Context: an optimization exercise on an open-source flow, tuned for small area and a short achievable clock period. The choices shown serve that exercise and are no tape-out recipe. Function was checked by simulation only, so behaviour that the tests miss may differ from the original. Power figures rest on the tool's default switching activity, not on a simulated workload.

==> flow/design.v <==
module szservo_core (
    input  wire           clk,
    input  wire           rst,           
    input  wire           start,         
    input  wire           init,          
    input  wire           busy,          
    input  wire [767:0]   data,          
    output wire           ready,
    output wire           initialized,
    output wire           sclk,
    output wire           cs_n,
    output wire           sdo
);
    localparam integer C  = 32;
    localparam integer W  = 24;
    localparam integer L  = C * W;
    localparam integer RL = 8;           
    localparam integer NR = L / RL;      
    localparam integer NG = NR / 16;     
    reg s_idle, s_setup, s_hold, s_delay, s_blo, s_bhi;
    reg csn_r;
    reg nld;                 
    reg [1:0] div_cnt;
    reg [4:0] bit_cnt;
    reg       init_latched;
    reg       initialized_r;
    reg       nrdy;          
    reg       ninit;         
    reg       sdo_r;
    reg       sh;            
    wire tick         = (div_cnt == 2'd0);
    wire word_zero;
    wire init_pending = (init | init_latched) & ~initialized_r;
    wire req          = start | init_pending;
    wire bit_zero     = (bit_cnt == 5'd0);
    wire div_load = (s_idle & req) | s_setup | s_hold | (s_bhi & busy & ~word_zero);
    wire go_setup = (s_idle & req) | s_hold | (s_bhi & busy & ~word_zero);
    wire go_hold  = s_setup & ~bit_zero;
    wire go_delay = s_setup & bit_zero;
    wire go_blo   = s_delay | (s_blo & busy);
    wire go_bhi   = (s_blo & ~busy) | (s_bhi & ~busy);
    wire go_idle  = (s_idle & ~req) | (s_bhi & busy & word_zero);
    wire n_idle   = tick ? go_idle  : s_idle;
    wire n_setup  = tick ? go_setup : s_setup;
    wire n_hold   = tick ? go_hold  : s_hold;
    wire n_delay  = tick ? go_delay : s_delay;
    wire n_initl  = init_latched | init;
    wire n_inited = initialized_r | (tick & s_bhi & busy & word_zero & init_pending);
    wire n_sh     = (div_cnt == 2'd1) & (s_hold | s_delay);
    reg  [L-1:0] rg;
    reg          ph0;        
    wire [L-1:0] rot;
    wire [NR-1:0] tap;
    genvar gr, gi;
    generate
        for (gr = 0; gr < NR; gr = gr + 1) begin : g_ring
            for (gi = 0; gi < RL; gi = gi + 1) begin : g_bit
                assign rot[gr*RL + gi] = rg[gr*RL + ((gi + RL - 1) % RL)];
            end
            assign tap[gr] = rg[gr*RL + RL - 1];
        end
    endgenerate
    always @(posedge clk) begin
        rg <= ~((data | {L{nld}}) & (rot | {L{s_idle}}));
        ph0 <= ~s_idle & ~ph0;
    end
    reg  [9:0]    f;         
    reg           fnone;     
    reg  [2:0]    fq;        
    reg  [NG-1:0] p1;        
    reg           pv;        
    reg           nb1, v1;   
    reg           nb2, v2;   
    integer g;
    always @(posedge clk) begin
        for (g = 0; g < NG; g = g + 1)
            p1[g] <= tap[g*16 + f[6:3]];
    end
    assign word_zero = fnone;
    wire fv   = ~fnone & (p1[f[9:7]] ^ ph0);
    wire hit  = fnone | (pv & (fq == 3'd0));
    wire a_v  = sh ? v2 : v1;
    wire a_d  = sh ? nb2 : nb1;
    wire b_v  = sh ? 1'b0 : v2;
    wire take = hit & ~(a_v & b_v);
    always @(posedge clk) begin
        pv <= ~s_idle & ~(take & (f[2:0] == 3'd0));
        if (s_idle) begin
            nb1   <= init_pending ? data[W-2] : data[L-2];
            v1    <= 1'b1;
            v2    <= 1'b0;
            f     <= init_pending ? W - 3 : L - 3;
            fq    <= 3'd5;   
            fnone <= 1'b0;
        end else begin
            nb1 <= (take & ~a_v) ? fv : a_d;
            v1  <= a_v | take;
            if (take & a_v)
                nb2 <= fv;
            v2  <= b_v | (take & a_v);
            if (!take)
                fq <= fq + 1'b1;
            if (take) begin
                f <= f - 1'b1;
                if (f == 10'd0)
                    fnone <= 1'b1;
            end
        end
    end
    always @(posedge clk) begin
        if (rst) begin
            s_idle        <= 1'b1;
            s_setup       <= 1'b0;
            s_hold        <= 1'b0;
            s_delay       <= 1'b0;
            s_blo         <= 1'b0;
            s_bhi         <= 1'b0;
            csn_r         <= 1'b1;
            nld           <= 1'b0;
            div_cnt       <= 2'd0;
            init_latched  <= 1'b0;
            initialized_r <= 1'b0;
            nrdy          <= 1'b0;
            ninit         <= 1'b1;
            sdo_r         <= 1'b0;
            sh            <= 1'b0;
        end else begin
            if (!tick)
                div_cnt <= div_cnt - 1'b1;
            else if (div_load)
                div_cnt <= 2'd3;
            init_latched  <= n_initl;
            initialized_r <= n_inited;
            s_idle  <= n_idle;
            nld     <= ~n_idle;
            s_setup <= n_setup;
            s_hold  <= n_hold;
            s_delay <= n_delay;
            csn_r   <= ~(n_setup | n_hold | n_delay);
            nrdy    <= ~n_idle | (n_initl & ~n_inited);
            ninit   <= ~n_inited;
            sh      <= n_sh;
            if (tick) begin
                s_blo <= go_blo;
                s_bhi <= go_bhi;
            end
            if (s_idle) begin
                if (tick)
                    sdo_r <= init_pending ? data[W-1] : (start & data[L-1]);
            end else if (sh)
                sdo_r <= nb1;
        end
    end
    always @(posedge clk) begin
        if (tick) begin
            if (s_idle | (s_bhi & busy))
                bit_cnt <= W - 1;
            else if (s_hold)
                bit_cnt <= bit_cnt - 1'b1;
        end
    end
    assign sclk        = s_setup;
    assign cs_n        = csn_r;
    assign sdo         = sdo_r;
    assign ready       = ~(start | nrdy | (init & ninit));
    assign initialized = initialized_r;
endmodule
export LEC_CHECK = 0
export CAP_MARGIN = 20
export CORE_MARGIN = 2
export CORE_UTILIZATION = 40
export CTS_BUF_LIST = sky130_fd_sc_hd__clkbuf_16
export CTS_CLUSTER_DIAMETER = 100
export CTS_CLUSTER_SIZE = 30
export SETUP_SLACK_MARGIN = 3.0
export SLEW_MARGIN = 20
create_clock -name core_clock -period 5.0 [get_ports {clk}]
standard.sh (not shown) runs the stock make flow with config.mk's settings and CLKGATE_MAP_FILE= SYNTH_SCRIPT=/design/flow/synth_recipe.tcl, a recipe that flattens the netlist after the stock synthesis.
==> flow/flow/run.sh <==
#!/bin/bash
# Layout flow: the standard ORFS flow (standard.sh), with the port
# buffers made from the smallest buffer cell instead of the resizer's
# default choice. Every input and output port still gets its buffer.
set -euo pipefail
export BUFFER_PORTS_ARGS="-buffer_cell sky130_fd_sc_hd__buf_1"
bash standard.sh > standard_flow.log 2>&1
Change:
--- a/flow/design.v
+++ b/flow/design.v
@@ -15,7 +15,6 @@
     localparam integer W  = 24;
     localparam integer L  = C * W;
-    localparam integer RL = 8;           
+    localparam integer RL = 16;          
     localparam integer NR = L / RL;      
-    localparam integer NG = NR / 16;     
     reg s_idle, s_setup, s_hold, s_delay, s_blo, s_bhi;
     reg csn_r;
@@ -49,5 +48,4 @@
     wire n_sh     = (div_cnt == 2'd1) & (s_hold | s_delay);
     reg  [L-1:0] rg;
-    reg          ph0;        
     wire [L-1:0] rot;
     wire [NR-1:0] tap;
@@ -63,27 +61,20 @@
     always @(posedge clk) begin
         rg <= ~((data | {L{nld}}) & (rot | {L{s_idle}}));
-        ph0 <= ~s_idle & ~ph0;
     end
     reg  [9:0]    f;         
     reg           fnone;     
-    reg  [2:0]    fq;        
-    reg  [NG-1:0] p1;        
-    reg           pv;        
+    reg  [3:0]    fq;        
     reg           nb1, v1;   
     reg           nb2, v2;   
-    integer g;
-    always @(posedge clk) begin
-        for (g = 0; g < NG; g = g + 1)
-            p1[g] <= tap[g*16 + f[6:3]];
-    end
     assign word_zero = fnone;
-    wire fv   = ~fnone & (p1[f[9:7]] ^ ph0);
-    wire hit  = fnone | (pv & (fq == 3'd0));
+    wire fv   = ~fnone & (tap[f[9:4]] ^ f[0]);
+    wire hit  = fnone | (fq == 4'd0);
+    wire byp  = sh & ~v1;
     wire a_v  = sh ? v2 : v1;
     wire a_d  = sh ? nb2 : nb1;
     wire b_v  = sh ? 1'b0 : v2;
-    wire take = hit & ~(a_v & b_v);
+    wire take = hit & (byp | ~(a_v & b_v));
+    wire put  = take & ~byp;
     always @(posedge clk) begin
-        pv <= ~s_idle & ~(take & (f[2:0] == 3'd0));
         if (s_idle) begin
             nb1   <= init_pending ? data[W-2] : data[L-2];
@@ -91,12 +82,12 @@
             v2    <= 1'b0;
             f     <= init_pending ? W - 3 : L - 3;
-            fq    <= 3'd5;   
+            fq    <= init_pending ? 4'd6 : 4'd14;    
             fnone <= 1'b0;
         end else begin
-            nb1 <= (take & ~a_v) ? fv : a_d;
-            v1  <= a_v | take;
-            if (take & a_v)
+            nb1 <= (put & ~a_v) ? fv : a_d;
+            v1  <= a_v | put;
+            if (put & a_v)
                 nb2 <= fv;
-            v2  <= b_v | (take & a_v);
+            v2  <= b_v | (put & a_v);
             if (!take)
                 fq <= fq + 1'b1;
@@ -149,5 +140,5 @@
                     sdo_r <= init_pending ? data[W-1] : (start & data[L-1]);
             end else if (sh)
-                sdo_r <= nb1;
+                sdo_r <= v1 ? nb1 : fv;
         end
     end
Result:
- The new run completed with no timing, DRC or antenna violations
- die area decreases by 2.1%
- final area came out lower by 1.5%
- critical path depth stays the same
- worst setup slack gets worse by 0.0063 ns
- utilization climbs by 0.38 points
- power shrinks by 1.9%
- cell count is lower by 0.64%

==> re-timing with driven ports <==
The results above use ideal ports. As a check the final layouts listed here were re-extracted and re-timed, cells and wires unchanged. Step 1 sets driving cells, clkbuf_16 on the clock port and buf_2 on the other inputs (assumed; they add their load-dependent delay and slew). Step 2 moves the port delays by t, midway between the first and last clock arrival at a register: inputs arrive t later, outputs are due t later. That takes back most of the time a late clock gives input paths. Slacks: no drivers / after step 1 / after step 2; pairs: no drivers / after step 1.
run | t, ns | slack for setup (ns) | pins driven straight from the clock port
the first run | 0.639 | 2.572 / 2.532 / 2.532 | 1
the second run | 0.633 | 2.566 / 2.524 / 2.314 | 1
After both steps setup and hold are still met in every run listed. The setup slack of the second run, which loses most, moves by -0.042 ns with the drivers and by -0.252 ns with both steps.
